This is an optimization exercise on Yosys and OpenROAD, whose aim is small area, a short achievable clock period and few clock cycles, not a production implementation.
Function was checked by simulation only, so behaviour that the tests miss may differ from the original.
Power figures rest on the tool's default switching activity, not on a simulated workload.

==> run R <==
Design kmpcodec, start of the top module:
module kmpcodec (
    input  wire        clk,
    input  wire        reset,       
    input  wire        cmd_valid,
    input  wire [23:0] cmd_word,
    output wire [7:0]  status,
    input  wire [3:0]  reg_addr,
    input  wire [4:0]  reg_idx,
    output reg  [23:0] reg_rdata,
    input  wire [1:0]  buf_op,      
    input  wire        buf_sel,     
    input  wire [6:0]  buf_idx,
    input  wire [7:0]  buf_wdata,
    output wire [7:0]  buf_rdata
);
==> flow/config.mk <==
export PLATFORM = sky130hd
export DESIGN_NAME = kmpcodec
export DESIGN_NICKNAME = kmpcodec
export VERILOG_FILES = /design/flow/design.v
export SDC_FILE = /design/flow/constraint.sdc
export NUM_CORES = 4
export LEC_CHECK = 0
export CAP_MARGIN = 20
export CORE_MARGIN = 2
export CORE_UTILIZATION = 40
export PLACE_DENSITY = 0.6
export SETUP_SLACK_MARGIN = 5
export SLEW_MARGIN = 20
export TNS_END_PERCENT = 0
==> flow/constraint.sdc <==
create_clock -name core_clock -period 10.0 [get_ports {clk}]
set_input_delay 2.0000 -clock core_clock [delete_from_list [all_inputs] [get_ports {clk}]]
set_output_delay 2.0000 -clock core_clock [all_outputs]
set_load 0.01 [all_outputs]
run.sh (not shown) runs the stock make flow with config.mk's settings and CLKGATE_MAP_FILE= SYNTH_SCRIPT=/design/flow/synth_recipe.tcl, a recipe that flattens the netlist after the stock synthesis.
==> run Z: changes against run R <==
- CORE_UTILIZATION: 40 -> 55
- PLACE_DENSITY: 0.6 -> 0.7
==> run C: changes against run R <==
--- a/flow/design.v
+++ b/flow/design.v
@@ -110,59 +110,58 @@
     reg [7:0] mview [0:MSGCAP-1];
     always @(*) begin
         for (q = 0; q < MSGCAP; q = q + 1)
             mview[q] = (q < 6 && virt) ? vpat[q < 6 ? q : 0] : msg_mem[q];
     end
-    wire [7:0] mrd = (buf_idx < {1'b0, msglen}) ? mview[buf_idx[4:0]] : 8'h00;
-    wire [7:0] rrd = (buf_idx < rawlen) ? raw_mem[buf_idx] : 8'h00;
-    assign buf_rdata = buf_sel ? rrd : mrd;
-    wire [7:0] raw_at_i = raw_mem[i[4:0]];
+    reg [MSGCAP-1:0] msel;
+    reg [RAWCAP-1:0] rsel;
+    always @(*) begin
+        for (q = 0; q < MSGCAP; q = q + 1)
+            msel[q] = !buf_sel && buf_idx == q && q < msglen;
+        for (q = 0; q < RAWCAP; q = q + 1)
+            rsel[q] = busy ? (q < DECMAX && i[4:0] == q) :
+                             (buf_sel && buf_idx == q && q < rawlen);
+    end
+    reg [7:0] mrd, rrd;
+    always @(*) begin
+        mrd = 8'h00;
+        for (q = 0; q < MSGCAP; q = q + 1)
+            mrd = mrd | (mview[q] & {8{msel[q]}});
+        rrd = 8'h00;
+        for (q = 0; q < RAWCAP; q = q + 1)
+            rrd = rrd | (raw_mem[q] & {8{rsel[q]}});
+    end
+    assign buf_rdata = mrd | rrd;
     wire [3:0] pra = busy ? pidx : 4'd0;
     wire [7:0] pb0 = mview[{pra, 1'b0}];
     wire [7:0] pb1 = mview[{pra, 1'b1}];
     wire [15:0] req_crc = crc_byte(crc_byte(crc_byte(crc_byte(crc_byte(crc_byte(
                               16'h0000, 8'h3F), 8'h10), cimm[15:8]), cimm[7:0]), 8'h00), 8'h00);
     wire [7:0] rb0 = cimm[15:8], rb1 = cimm[7:0], rb2 = req_crc[15:8], rb3 = req_crc[7:0];
     wire re0 = is_reserved(rb0), re1 = is_reserved(rb1);
     wire re2 = is_reserved(rb2), re3 = is_reserved(rb3);
-    wire [3:0] rese = {re3, re2, re1, re0};
-    wire [31:0] rbs = {rb3, rb2, rb1, rb0};
-    function integer fpos(input integer c, input integer k);
-        integer t;
-        begin
-            fpos = 3 + k;
-            for (t = 0; t < k; t = t + 1)
-                if ((c >> t) & 1) fpos = fpos + 1;
-        end
-    endfunction
-    function [7:0] fbyte(input integer c, input integer p, input [31:0] b);
-        integer k;
-        begin
-            fbyte = 8'h0D;
-            for (k = 0; k < 4; k = k + 1) begin
-                if (p == fpos(c, k))
-                    fbyte = ((c >> k) & 1) ? 8'h1B : b[8*k +: 8];
-                if (((c >> k) & 1) && p == fpos(c, k) + 1)
-                    fbyte = ~b[8*k +: 8];
-            end
-        end
-    endfunction
+    wire [3:0] rs1 = 4'd4 + re0;
+    wire [3:0] rs2 = 4'd5 + re0 + re1;
+    wire [3:0] rs3 = 4'd6 + re0 + re1 + re2;
+    wire [3:0] rs4 = 4'd7 + re0 + re1 + re2 + re3;
     reg  [7:0] rframe [0:11];
-    reg  [3:0] rflen;
-    integer p, c;
+    integer p;
     always @(*) begin
         rframe[0] = 8'h80;
         rframe[1] = 8'h3F;
         rframe[2] = 8'h10;
         for (p = 3; p < 12; p = p + 1) begin
-            rframe[p] = 8'h0D;
-            for (c = 0; c < 16; c = c + 1)
-                if (rese == c) rframe[p] = fbyte(c, p, rbs);
+            if (p == 3)                   rframe[p] = re0 ? 8'h1B : rb0;
+            else if (p == 4 && re0)       rframe[p] = ~rb0;
+            else if (p == rs1)            rframe[p] = re1 ? 8'h1B : rb1;
+            else if (re1 && p == rs1 + 1) rframe[p] = ~rb1;
+            else if (p == rs2)            rframe[p] = re2 ? 8'h1B : rb2;
+            else if (re2 && p == rs2 + 1) rframe[p] = ~rb2;
+            else if (p == rs3)            rframe[p] = re3 ? 8'h1B : rb3;
+            else if (re3 && p == rs3 + 1) rframe[p] = ~rb3;
+            else                          rframe[p] = 8'h0D;
         end
-        rflen = 4'd8;
-        for (c = 0; c < 16; c = c + 1)
-            if (rese == c) rflen = fpos(c, 4) + 1;
     end
     wire       ds_from_host = host_wr && mfree &&
                               (buf_idx == 7'd0 || (ds_ok && buf_idx == ds_cnt && ds_cnt < DECMAX));
     wire       ds_fresh     = host_wr && buf_idx == 7'd0;
     wire [7:0] ds_in        = busy ? rb : buf_wdata;
@@ -192,16 +191,13 @@
     wire       ev0   = er != 6'd0;
     wire       ev1   = er[5:1] != 5'd0;
     wire       eend  = er <= 6'd2;
     wire       ee0   = is_reserved(pd0);
     wire       ee1   = is_reserved(pd1);
-    wire       efit  = eend && !(ev1 && ee0 && ee1);
-    wire       em2   = ev0;
-    wire       em3   = (ev1 && (ee0 || ee1)) ||
-                       (eend && ((ev0 && ee0 && !ev1) || (ev1 && !ee0 && !ee1)));
-    wire       em4   = (ev1 && ee0 && ee1) || (eend && ev1 && (ee0 ^ ee1));
-    wire [2:0] ecnt  = em4 ? 3'd4 : em3 ? 3'd3 : em2 ? 3'd2 : 3'd1;
+    wire [2:0] ek    = (ev0 ? (ee0 ? 3'd2 : 3'd1) : 3'd0) + (ev1 ? (ee1 ? 3'd2 : 3'd1) : 3'd0);
+    wire       efit  = eend && ek <= 3'd3;
+    wire [2:0] ecnt  = ek + efit;
     wire [7:0] eb0   = ee0 ? 8'h1B : pd0;
     wire [7:0] eb1   = ee1 ? 8'h1B : pd1;
     wire [7:0] es0   = ev0 ? eb0 : 8'h0D;
     wire [7:0] es1   = (ev0 && ee0) ? ~pd0 : (ev1 ? eb1 : 8'h0D);
     wire [7:0] es2   = (ev0 && ee0) ? (ev1 ? eb1 : 8'h0D) : ((ev1 && ee1) ? ~pd1 : 8'h0D);
@@ -243,11 +239,11 @@
     end
     wire       rq_w   = accept && cop == OP_REQ;
     wire       r0_w   = rq_w || (accept && cop == OP_ENCODE);
     wire       rw_en  = enc_we || host_wr;
     wire [6:0] rw_a   = busy ? j : buf_idx;
-    wire [3:0] rw_m   = busy ? {em4, em3, em2, 1'b1} : 4'b0001;
+    wire [3:0] rw_m   = busy ? {ecnt >= 3'd4, ecnt >= 3'd3, ecnt >= 3'd2, ecnt >= 3'd1} : 4'b0001;
     reg  [7:0] rlane [0:3];
     always @(*) begin
         case (j[1:0])
         2'd0: begin rlane[0] = es0; rlane[1] = es1; rlane[2] = es2; rlane[3] = es3; end
         2'd1: begin rlane[1] = es0; rlane[2] = es1; rlane[3] = es2; rlane[0] = es3; end
@@ -409,11 +405,11 @@
                     virt   <= 1'b1;
                     mfree  <= 1'b1;
                     imm_r  <= cimm;
                     msglen <= 6'd6;
                     crcout <= req_crc;
-                    rawlen <= {3'b000, rflen};
+                    rawlen <= {3'b000, rs4} + 7'd1;
                     mc_crc <= 16'h0000;
                     mc_cnt <= 6'd6;
                     mc_ok  <= 1'b1;
                 end
                 OP_REPLY: begin
@@ -462,11 +458,11 @@
                     crcout <= mc_crc;
                 end
                 endcase
             end
             if (state == S_DEC) begin
-                rb <= raw_at_i;
+                rb <= rrd;
                 if (i != rawlen) begin
                     rbv <= 1'b1;
                     i   <= i + 7'd1;
                 end else begin
                     rbv <= 1'b0;
- CORE_UTILIZATION: 40 -> 55
- PLACE_DENSITY: 0.6 -> 0.7
- TNS_END_PERCENT: 0 -> not set
==> run summary <==
Slowest stage delay, CP: run C 1020 ps; run Z 1000 ps; run R 720 ps
Area post-placement: run C 67400 µm²; run Z 67700 µm²; run R 68800 µm²
Total number of multi-input combinational cells: run C 3995; run Z 4297; run R 4295
Power drawn by the clock network: run C 5.07 mW; run Z 5.19 mW; run R 5.30 mW
Floorplan core area: run C 112000 µm²; run Z 116000 µm²; run R 159000 µm²
Compound-gate portion of the synthesized area: run C 0.198; run Z 0.215; run R 0.215
Synth-to-layout area growth: run C 26.2%; run Z 16.7%; run R 17.7%
Post-route clock period utilization: run C 0.710; run Z 0.696; run R 0.716
Outcome: run C no timing/DRC/antenna violations; run Z no timing/DRC/antenna violations; run R no timing/DRC/antenna violations
GR met1 Demand/Resource: run C 0.686; run Z 0.651; run R 0.550
DPL Wire Length: run C 227 mm; run Z 249 mm; run R 282 mm
First-pass GRT wire length: run C 443 mm; run Z 470 mm; run R 502 mm
Proportion of netlist area held by the largest area contributor: run C 0.467; run Z 0.450; run R 0.450
Testbench counts of run R, summed over its fixed seeds: cycles 10,011.
Testbench counts of run Z, summed over its fixed seeds: cycles 10,011.
Testbench counts of run C, summed over its fixed seeds: cycles 10,011.

[port drivers added, routing unchanged]
No port has a modelled driver above. Below, the same layouts with a new extraction and two added sets of constraints. Step 1 assumes that a clkbuf_16 drives the clock port and a buf_2 every other input. Step 2 adds t to the input delays and takes it off the output delays; t is the mean of the earliest and latest rising clock arrival at the registers after step 1. Input paths then give back, and output paths get back, about the clock's delay inside the block. a / b / c = ideal / step 1 / step 2; a / b = the first two.
run | t (ns) | setup WS [ns] | hold slack, ns | worst setup path after step 2 | pins driven straight from the clock port
run R | 0.899 | 2.836 / 2.693 / 2.078 | 0.450 / 0.450 / 0.450 | input to register | 1
run Z | 0.893 | 3.044 / 2.924 / 2.306 | 0.453 / 0.453 / 0.453 | input to register | 1
run C | 0.853 | 2.899 / 2.813 / 2.813 | 0.452 / 0.452 / 0.452 | input to output | 1
After both steps every run listed still meets setup and hold. For run R, which loses most, drivers alone change the setup slack by -0.143 ns; drivers and shift together by -0.758 ns.
